This is an optimization exercise on Yosys and OpenROAD, whose aim is small area, a short achievable clock period and few clock cycles per item, not a production implementation. Only simulation tests tie the RTL to the original design; equivalence was not proved. Power and IR drop assume default switching activity.

==> 02-03: inputs <==
==> flow/design.v (excerpt) <==
module sm2_divrem (
    input  wire         clk,
    input  wire         rst,       
    input  wire         start,     
    input  wire         a_sign,    
    input  wire [575:0] a_mag,
    input  wire         b_sign,    
    input  wire [575:0] b_mag,
    output wire         ready,
    output reg          done,      
    output reg          divz,      
    output reg          q_sign,
    output wire [575:0] q_mag,
    output reg          r_sign,
    output wire [575:0] r_mag
);
    localparam [3:0] S_IDLE  = 4'd0,
                     S_FIRST = 4'd1,    
                     S_ALIGN = 4'd2,    
                     S_CHECK = 4'd3,    
                     S_POST  = 4'd4,    
                     S_ITER  = 4'd5,    
                     S_FIX   = 4'd6,    
                     S_ROT   = 4'd7,    
                     S_INCW  = 4'd8;    
    localparam [1:0] B_LOAD = 2'd0, B_L64 = 2'd1, B_L8 = 2'd2, B_R1 = 2'd3;
    reg  [3:0]   state;
    reg  [575:0] R;
    reg  [583:0] B;
    reg  [575:0] Q;
    reg  [9:0]   J;         
    reg  [6:0]   D;         
    reg  [9:0]   RC;        
    reg  [9:0]   RS;        
    reg          rcarry;    
    reg          sdiff;     
    reg          rsub;      
    reg          ge_r;      
    reg  [6:0]   tr_r, tb_r;  
    reg          afirst;    
    reg          rdy;       
    assign ready = rdy;
    assign q_mag = Q;
    assign r_mag = R;
    wire [575:0] sum;
    wire         cout, eq;
    sm2_divrem_addsub u_add (.x(R), .y(B), .rsub(rsub), .s(sum), .cout(cout), .eq(eq));
    wire [71:0] fr, fb;
    genvar gi;
    generate
        for (gi = 0; gi < 72; gi = gi + 1) begin : g_bytes
            assign fr[gi] = |R[8*gi +: 8];
  ...
clock: 20.0 ns
lec_check: 0
abc_area: 1
cap_margin: 40
core_margin: 2
core_utilization: 20
cts_cluster_diameter: 80
cts_cluster_size: 30
place_density: 0.3
slew_margin: 30
standard.sh (not shown) runs the stock make flow with config.mk's settings and CLKGATE_MAP_FILE= SYNTH_SCRIPT=/design/flow/synth_recipe.tcl, a recipe that flattens the netlist after the stock synthesis.
==> flow/flow/run.sh <==
#!/bin/bash
# The standard layout (standard.sh) with two changes to how it is made:
#  - repair_timing works for a setup margin of 14.3 ns, so the paths are sized
#    and buffered beyond the bare 20 ns requirement (the SDC is unchanged);
#  - the port buffers are buf_1 cells instead of the default delay buffers.
# Each step's output goes to a log file of its own here (ORFS also keeps its
# per-step logs under orfs/logs).
set -euo pipefail
bash standard.sh synth > synth.log 2>&1
bash standard.sh SETUP_SLACK_MARGIN=14.3 \
    "BUFFER_PORTS_ARGS=-buffer_cell sky130_fd_sc_hd__buf_1" finish > layout.log 2>&1
==> 09-28 (differences from 02-03) <==
--- a/flow/flow/run.sh
+++ b/flow/flow/run.sh
@@ -2,3 +2,3 @@
 # The standard layout (standard.sh) with two changes to how it is made:
-#  - repair_timing works for a setup margin of 14.3 ns, so the paths are sized
+#  - repair_timing works for a setup margin of 14 ns, so the paths are sized
 #    and buffered beyond the bare 20 ns requirement (the SDC is unchanged);
@@ -9,3 +9,3 @@
 bash standard.sh synth > synth.log 2>&1
-bash standard.sh SETUP_SLACK_MARGIN=14.3 \
+bash standard.sh SETUP_SLACK_MARGIN=14 \
     "BUFFER_PORTS_ARGS=-buffer_cell sky130_fd_sc_hd__buf_1" finish > layout.log 2>&1
Settings changed: CTS_CLUSTER_DIAMETER 80 to unset, CTS_CLUSTER_SIZE 30 to unset.
==> 01-12 (differences from 02-03) <==
--- a/flow/flow/run.sh
+++ b/flow/flow/run.sh
@@ -2,3 +2,3 @@
 # The standard layout (standard.sh) with two changes to how it is made:
-#  - repair_timing works for a setup margin of 14.3 ns, so the paths are sized
+#  - repair_timing works for a setup margin of 14 ns, so the paths are sized
 #    and buffered beyond the bare 20 ns requirement (the SDC is unchanged);
@@ -9,3 +9,3 @@
 bash standard.sh synth > synth.log 2>&1
-bash standard.sh SETUP_SLACK_MARGIN=14.3 \
+bash standard.sh SETUP_SLACK_MARGIN=14 \
     "BUFFER_PORTS_ARGS=-buffer_cell sky130_fd_sc_hd__buf_1" finish > layout.log 2>&1
==> comparison table <==
Portion of the layout cell area used by non-clock buffers: 09-28 0.0900; 02-03 0.135; 01-12 0.0920
Result of the run: 09-28 no timing/DRC/antenna violations; 02-03 no timing/DRC/antenna violations; 01-12 no timing/DRC/antenna violations
Multi-input combinational cell area: 09-28 57,600 µm²; 02-03 57,800 µm²; 01-12 57,600 µm²
Net switching component of the power: 09-28 0.0160 W; 02-03 0.0162 W; 01-12 0.0160 W
Area grow syn2layout: 09-28 26.2%; 02-03 31.1%; 01-12 24.6%
CTS clk-pin slew, worst paths: 09-28 50 ps; 02-03 60 ps; 01-12 70 ps
Placed Cells incl. Taps: 09-28 22,500; 02-03 22,500; 01-12 22,500
Global Route met1 Usage: 09-28 0.357; 02-03 0.362; 01-12 0.357
Maximum number of pins on one net before global-route repair: 09-28 213; 02-03 220; 01-12 213
Post-route cell area: 09-28 133,000 µm²; 02-03 138,000 µm²; 01-12 131,000 µm²
Share of the final layout cell area in multi-input gates: 09-28 0.433; 02-03 0.418; 01-12 0.439
Number of diodes added for antenna fixing: 09-28 106; 02-03 95; 01-12 84
Setup fix buffers added after clock tree synthesis: 09-28 44; 02-03 508; 01-12 51
Power in the clock group: 09-28 0.00493 W; 02-03 0.00422 W; 01-12 0.00424 W
Testbench counts of 02-03, summed over its fixed seeds: cycles 112,151, items 800.
Testbench counts of 09-28, summed over its fixed seeds: cycles 112,151, items 800.
Testbench counts of 01-12, summed over its fixed seeds: cycles 112,151, items 800.


==> inputs of build 97 <==
Another version of the RTL of sm2_divrem (not shown whole).
==> flow/design.v (excerpt) <==
module sm2_divrem (
    input  wire         clk,
    input  wire         rst,       
    input  wire         start,     
    input  wire         a_sign,    
    input  wire [575:0] a_mag,
    input  wire         b_sign,    
    input  wire [575:0] b_mag,
    output wire         ready,
    output reg          done,      
    output reg          divz,      
    output reg          q_sign,
    output wire [575:0] q_mag,
    output reg          r_sign,
    output wire [575:0] r_mag
);
    localparam [3:0] S_IDLE  = 4'd0,
                     S_FIRST = 4'd1,    
                     S_ALIGN = 4'd2,    
                     S_CHECK = 4'd3,    
                     S_POST  = 4'd4,    
                     S_ITER  = 4'd5,    
                     S_FIX   = 4'd6,    
                     S_ROT   = 4'd7,    
                     S_INCW  = 4'd8;    
    localparam [1:0] B_LOAD = 2'd0, B_L64 = 2'd1, B_L8 = 2'd2, B_R1 = 2'd3;
    reg  [3:0]   state;
    reg  [575:0] R;
    reg  [583:0] B;
    reg  [575:0] Q;
    reg  [9:0]   J;         
    reg  [6:0]   D;         
  ...
clock: 20.0 ns
lec_check: 0
abc_area: 1
cap_margin: 40
core_margin: 2
core_utilization: 20
cts_cluster_diameter: 100
cts_cluster_size: 40
place_density: 0.3
slew_margin: 30
==> flow/flow/run.sh <==
#!/bin/bash
# The standard layout (standard.sh) with two changes to how it is made:
#  - repair_timing works for a setup margin of 14 ns, so the paths are sized
#    and buffered beyond the bare 20 ns requirement (the SDC is unchanged);
#  - the port buffers are buf_1 cells instead of the default delay buffers.
# Each step's output goes to a log file of its own here (ORFS also keeps its
# per-step logs under orfs/logs).
set -euo pipefail
bash standard.sh synth > synth.log 2>&1
bash standard.sh SETUP_SLACK_MARGIN=14 \
    "BUFFER_PORTS_ARGS=-buffer_cell sky130_fd_sc_hd__buf_1" finish > layout.log 2>&1
==> build 10: changes against build 97 <==
- CTS_CLUSTER_DIAMETER: 100 -> default
- CTS_CLUSTER_SIZE: 40 -> default
==> comparison table <==
| quantity | build 97 | build 10 |
|---|---|---|
| Outcome | no timing/DRC/antenna violations | no timing/DRC/antenna violations |
| Final critical-path required period | 6.00 ns | 5.98 ns |
| Met2 Use GR | 48.0% | 47.8% |
| Number of nets in the finished design | 17.2k | 17.3k |
| Final design instance area without fill | 129,000 µm² | 132,000 µm² |
| Footprint of the flip-flops and latches | 42,100 µm² | 42,100 µm² |
| Layout cells sized above 1 | 5.12% | 6.05% |
| Proportion of cell area spent on the clock network | 4.13% | 6.73% |
| Latest clock arrival within the worst-skew pair | 0.94 ns | 0.98 ns |
| F_max | 0.167 GHz | 0.167 GHz |
| Leakage power of the design | 0.0522 µW | 0.0540 µW |
| Count of filler cells inserted in the layout | 59.3k | 59.1k |
| Power Clock | 3530 µW | 5000 µW |
| R2R Path End | R[158] | R[313] |
| Part of the power in the clock network | 13.7% | 18.4% |
| Bufs w/o clock | 2,503 | 2,505 |
| Met3 global-route usage | 7.34% | 7.55% |
| Pwr/cell area | 200 nW/µm² | 206 nW/µm² |
| Number of antenna violations at the first check in global routing | 267 | 262 |
| Number of multi-input logic gates | 9,887 | 9,888 |
| Met2 wirelength from detailed routing | 378,000 µm | 377,000 µm |
| Period utilisation layout | 30.0% | 29.9% |
| Routed Wire Length | 830,000 µm | 835,000 µm |
| Area of the multi-input gates | 57,200 µm² | 57,300 µm² |
Testbench counts of build 97, summed over its fixed seeds: cycles 112,540, items 800.
Testbench counts of build 10, summed over its fixed seeds: cycles 112,540, items 800.

## afterwards: timing with drivers on the ports
The flow's constraints put no driver on any port. The routed layouts listed below were extracted and timed again, unchanged, in two steps. Step 1, drivers: a clkbuf_16 drives clk and a buf_2 each remaining input, both assumed. Step 2 also shifts input and output timing later by t, the mid clock arrival at the registers, as if the neighbouring blocks saw the same clock. Slacks: no drivers / after step 1 / after step 2; pairs: no drivers / after step 1.
run | t (ns) | setup slack, ns | clock arrival spread, ns
02-03 | 1.075 | 14.180 / 14.036 / 13.387 | 0.106 / 0.106
09-28 | 1.075 | 13.928 / 13.783 / 13.155 | 0.101 / 0.101
01-12 | 1.067 | 14.021 / 13.883 / 13.184 | 0.096 / 0.096
build 97 | 1.028 | 14.002 / 13.868 / 14.018 | 0.116 / 0.116
build 10 | 1.065 | 14.022 / 13.889 / 13.851 | 0.108 / 0.108
After both steps setup and hold are still met in every run listed. For 01-12, which loses most, drivers alone change the setup slack by -0.138 ns; drivers and shift together by -0.837 ns.
